What follows belongs to an exercise in optimizing a design on an open flow for small area, a short achievable clock period and few clock cycles per item; a production flow would make more cautious choices. Where RTL was checked, it was by simulation tests only, not by an equivalence proof against the original. Power is estimated from default activity; no workload was simulated.

Design g2c1_pie_rx, start of the top module:
module g2c1_pie_rx (
    input  wire         clk,
    input  wire         rst,           
    input  wire         edge_valid,
    output wire         edge_ready,
    input  wire [31:0]  edge_dur,      
    input  wire         edge_last,     
    input  wire [31:0]  rt_tol,        
    input  wire [31:0]  tr_tol,        
    output wire         res_valid,
    input  wire         res_ready,
    output wire [31:0]  res_flags,
    output wire [31:0]  res_tari,
    output wire [31:0]  res_rtcal,
    output wire [31:0]  res_trcal,
    output wire [31:0]  res_blf,
    output wire [15:0]  res_start,
    output wire [15:0]  res_end,
    output wire [6:0]   res_nbits,
    output wire [63:0]  res_bits,      
    output wire [111:0] res_fields     
);
Settings: LEC_CHECK=0, CAP_MARGIN=20, CORE_MARGIN=2, CORE_UTILIZATION=65, CTS_CLUSTER_DIAMETER=100, CTS_CLUSTER_SIZE=24, PLACE_DENSITY=0.75, SLEW_MARGIN=20, SYNTH_HIERARCHICAL=1, SYNTH_MINIMUM_KEEP_SIZE=0; clock period 10.0 ns.
standard.sh (not shown) runs the stock make flow with config.mk's settings and CLKGATE_MAP_FILE= SYNTH_SCRIPT=/design/flow/synth_recipe.tcl, a recipe that flattens the netlist after the stock synthesis.
==> flow/flow/run.sh <==
#!/bin/bash
# Layout flow: the standard flow (standard synthesis included), with the
# timing repair aiming at a 3.7 ns path instead of stopping at the 10 ns clock,
# and the port buffers made of small buffers. The clock and constraints are
# the design's. Each tool's output is in orfs/logs; make's output in flow.log.
set -euo pipefail
bash standard.sh SETUP_SLACK_MARGIN=6.3 "BUFFER_PORTS_ARGS=-buffer_cell sky130_fd_sc_hd__buf_1" finish > flow.log 2>&1
Testbench counts at the start, summed over its fixed seeds: cycles 21,124, items 1,191.
Next try:
CORE_UTILIZATION = 55   (was 65)
CTS_CLUSTER_DIAMETER = unset   (was 100)
CTS_CLUSTER_SIZE = unset   (was 24)
PLACE_DENSITY = 0.7   (was 0.75)
Outcome:
- sequential share of layout area went down by 1.2 points
- design area went up by about 4%
- global-route usage went down by 4.8 points
- synthesized cell count is unchanged
- die area went up by 18%
- synthesized area stays the same
- sequential power is about the same
Next try:
CTS_CLUSTER_DIAMETER = 100   (was unset)
CTS_CLUSTER_SIZE = 24   (was unset)
The changed run completed with no timing, DRC or antenna violations.
Count of clock-buffer cells in the layout fell by 33.
Combinational power fell by about 4%.
Clock skew is higher by 0.0092 ns.
Hold slack gets better by 0.018 ns.
Power fell by 15%.
Critical path depth climbs by 1.
Worst setup slack is worse by 0.022 ns.
Cell count is lower by 1.4%.
Next try:
CTS_CLUSTER_SIZE = 30   (was 24)
Final cell count barely changes.
Wire length stays flat.
Fmax rose by about 0.56%.
Global-route usage stays flat.
Critical path depth fell by 1.
Worst setup slack gets better by 0.022 ns.

========
Setup of build 62:
Another version of the RTL of g2c1_pie_rx (not shown whole).
Size: ~2900 cells after synthesis, ~400 flip-flops, about 480 I/O pins, about 0.027 mm2 of cells after synthesis.
Settings: LEC_CHECK=0, CAP_MARGIN=20, CORE_MARGIN=2, CORE_UTILIZATION=55, PLACE_DENSITY=0.7, SLEW_MARGIN=20, SYNTH_HIERARCHICAL=1, SYNTH_MINIMUM_KEEP_SIZE=0; clock period 10.0 ns.
Scripts as last shown in full above: flow/flow/run.sh
Edits applied to the flow inputs when going from build 62 to build 78:
- putting CTS_BUF_LIST at sky130_fd_sc_hd__clkbuf_8 where nothing was set
==> run summary <==
- Compared build 78 against build 62; sequential share of cell area within noise.
- Build 78 vs. build 62: final wirelength moved up; global router's overall resource usage neither gained nor lost much.
- Clock latency at the later pin of the worst-skew pair (higher): build 78
- Build 78 ended with every stage complete and zero timing, DRC or antenna violations.
- Internal power of the cells down about 3% in build 78 wrt build 62
- Build 78: relative contribution of the clock network to total power is 1.7 points lower than what build 62 reported.
- ~same register-to-register setup slack in build 62 and build 78
What build 19 does differently from build 78 at the input level:
- CTS_BUF_LIST: sky130_fd_sc_hd__clkbuf_8 -> unset
==> flow/flow/run.sh <==
#!/bin/bash
# Layout flow: the standard flow (standard synthesis included), with the
# timing repair aiming at a 3.4 ns path instead of stopping at the 10 ns clock,
# and the port buffers made of small buffers. The clock and constraints are
# the design's. Each tool's output is in orfs/logs; make's output in flow.log.
set -euo pipefail
bash standard.sh SETUP_SLACK_MARGIN=6.6 "BUFFER_PORTS_ARGS=-buffer_cell sky130_fd_sc_hd__buf_1" finish > flow.log 2>&1
### Flow results
- Relative to build 78, overall power of the completed layout increased by about 2.1% in build 19.
- Of the two values seen for startpoint of the worst setup timing path, b_d[21] was produced by build 19 and c_d[12] by build 78.
- In build 19 the count of plain and timing-repair buffers turned out 17 higher than in build 78.
- Build 19 against build 78: number of resized instances in the post-cts repair step rose by about 400%; core utilization went up.
> inputs changed (build 19 -> build 52)
==> flow/flow/run.sh <==
#!/bin/bash
# Layout flow: the standard flow (standard synthesis included), with the
# timing repair aiming at a 4 ns path instead of stopping at the 10 ns clock,
# and the port buffers made of small buffers. The clock and constraints are
# the design's. Each tool's output is in orfs/logs; make's output in flow.log.
set -euo pipefail
bash standard.sh SETUP_SLACK_MARGIN=6.0 "BUFFER_PORTS_ARGS=-buffer_cell sky130_fd_sc_hd__buf_1" finish > flow.log 2>&1
Results
Per the comparison of build 52 with build 19, final net count decreased by 46 relative to the old numbers; routed via count lost 153.
Build 19 and build 52 ended up with roughly the same reg2reg setup slack.
Going from build 19 to build 52, clock-net power saw little to no change, clock-pin slew on the worst setup and hold paths saw little to no change.
Diff build 19 -> build 52: length of the first detailed-routing pass in iterations shrank by 1, overall global routing resource usage moved down, slack of the critical path grew by 0.012 ns, total power lost 0.000032 W.
No functional check of the RTL was part of any run of this note.

========
g2c1_pie_rx, a different RTL version from the one above (not shown whole).
For scale: roughly 3,000 cells after synthesis, roughly 480 I/O pins, about 28,000 um2 of cells after synthesis.
Settings: LEC_CHECK=0, CAP_MARGIN=20, CORE_MARGIN=2, CORE_UTILIZATION=55, CTS_CLUSTER_DIAMETER=100, CTS_CLUSTER_SIZE=24, PLACE_DENSITY=0.7, SLEW_MARGIN=20, SYNTH_HIERARCHICAL=1, SYNTH_MINIMUM_KEEP_SIZE=0; clock period 10.0 ns.
==> flow/flow/run.sh <==
#!/bin/bash
# Layout flow: the standard flow (standard synthesis included), with the
# timing repair aiming at a 3.4 ns path instead of stopping at the 10 ns clock,
# and the port buffers made of small buffers. The clock and constraints are
# the design's. Each tool's output is in orfs/logs; make's output in flow.log.
set -euo pipefail
bash standard.sh SETUP_SLACK_MARGIN=6.6 "BUFFER_PORTS_ARGS=-buffer_cell sky130_fd_sc_hd__buf_1" finish > flow.log 2>&1
Testbench counts at the start, summed over its fixed seeds: cycles 21,124, items 1,191.
Next try:
==> flow/flow/run.sh (replaced) <==
#!/bin/bash
# Layout flow: the standard flow (standard synthesis included), with the
# timing repair aiming at a 3.5 ns path instead of stopping at the 10 ns clock,
# and the port buffers made of small buffers. The clock and constraints are
# the design's. Each tool's output is in orfs/logs; make's output in flow.log.
set -euo pipefail
bash standard.sh SETUP_SLACK_MARGIN=6.5 "BUFFER_PORTS_ARGS=-buffer_cell sky130_fd_sc_hd__buf_1" finish > flow.log 2>&1
The changed run produced a clean layout.
Die area stays the same.
Total power stays flat.
Worst setup slack gets worse by 0.034 ns.
Global-route usage increases by 0.45 points.
Cell area decreases by 1.3%.

==> static timing again, ports no longer ideal <==
Ports are ideal in the flow. The routed layouts listed here were re-timed in OpenROAD. Step 1: set_driving_cell puts a clkbuf_16 on clk and a buf_2 on each other input, an assumption about the parent block. Step 2 also shifts input and output timing later by t, the mid clock arrival at the registers, as if the neighbouring blocks saw the same clock. Slacks: ideal ports / drivers / drivers and shift; pairs: ideal ports / drivers.
| run | t, ns | slack for setup (ns) | hold WS [ns] | worst data-port slew with drivers (ns) |
|---|---|---|---|---|
| the first run of note 1 | 0.623 | 6.112 / 6.112 / 5.976 | 0.460 / 0.460 / 0.460 | 0.08 |
| the second run of note 1 | 0.649 | 6.113 / 6.113 / 5.999 | 0.439 / 0.439 / 0.439 | 0.09 |
| the third run of note 1 | 0.630 | 6.090 / 6.090 / 5.991 | 0.458 / 0.458 / 0.458 | 0.08 |
| the fourth run of note 1 | 0.621 | 6.112 / 6.112 / 6.032 | 0.461 / 0.461 / 0.461 | 0.09 |
| build 62 | 0.649 | 6.225 / 6.225 / 6.037 | 0.423 / 0.423 / 0.423 | 0.05 |
| build 78 | 0.708 | 6.229 / 6.229 / 6.037 | 0.423 / 0.423 / 0.423 | 0.05 |
| build 19 | 0.652 | 6.139 / 6.139 / 6.088 | 0.419 / 0.419 / 0.419 | 0.05 |
| build 52 | 0.648 | 6.152 / 6.152 / 6.026 | 0.429 / 0.429 / 0.429 | 0.05 |
| the first run of note 3 | 0.641 | 6.488 / 6.426 / 6.217 | 0.405 / 0.405 / 0.405 | 0.06 |
| the second run of note 3 | 0.650 | 6.455 / 6.394 / 6.134 | 0.398 / 0.398 / 0.398 | 0.05 |
After both steps setup and hold are still met in every run listed. For the second run of note 3, which loses most, drivers alone change the setup slack by -0.061 ns; drivers and shift together by -0.321 ns.
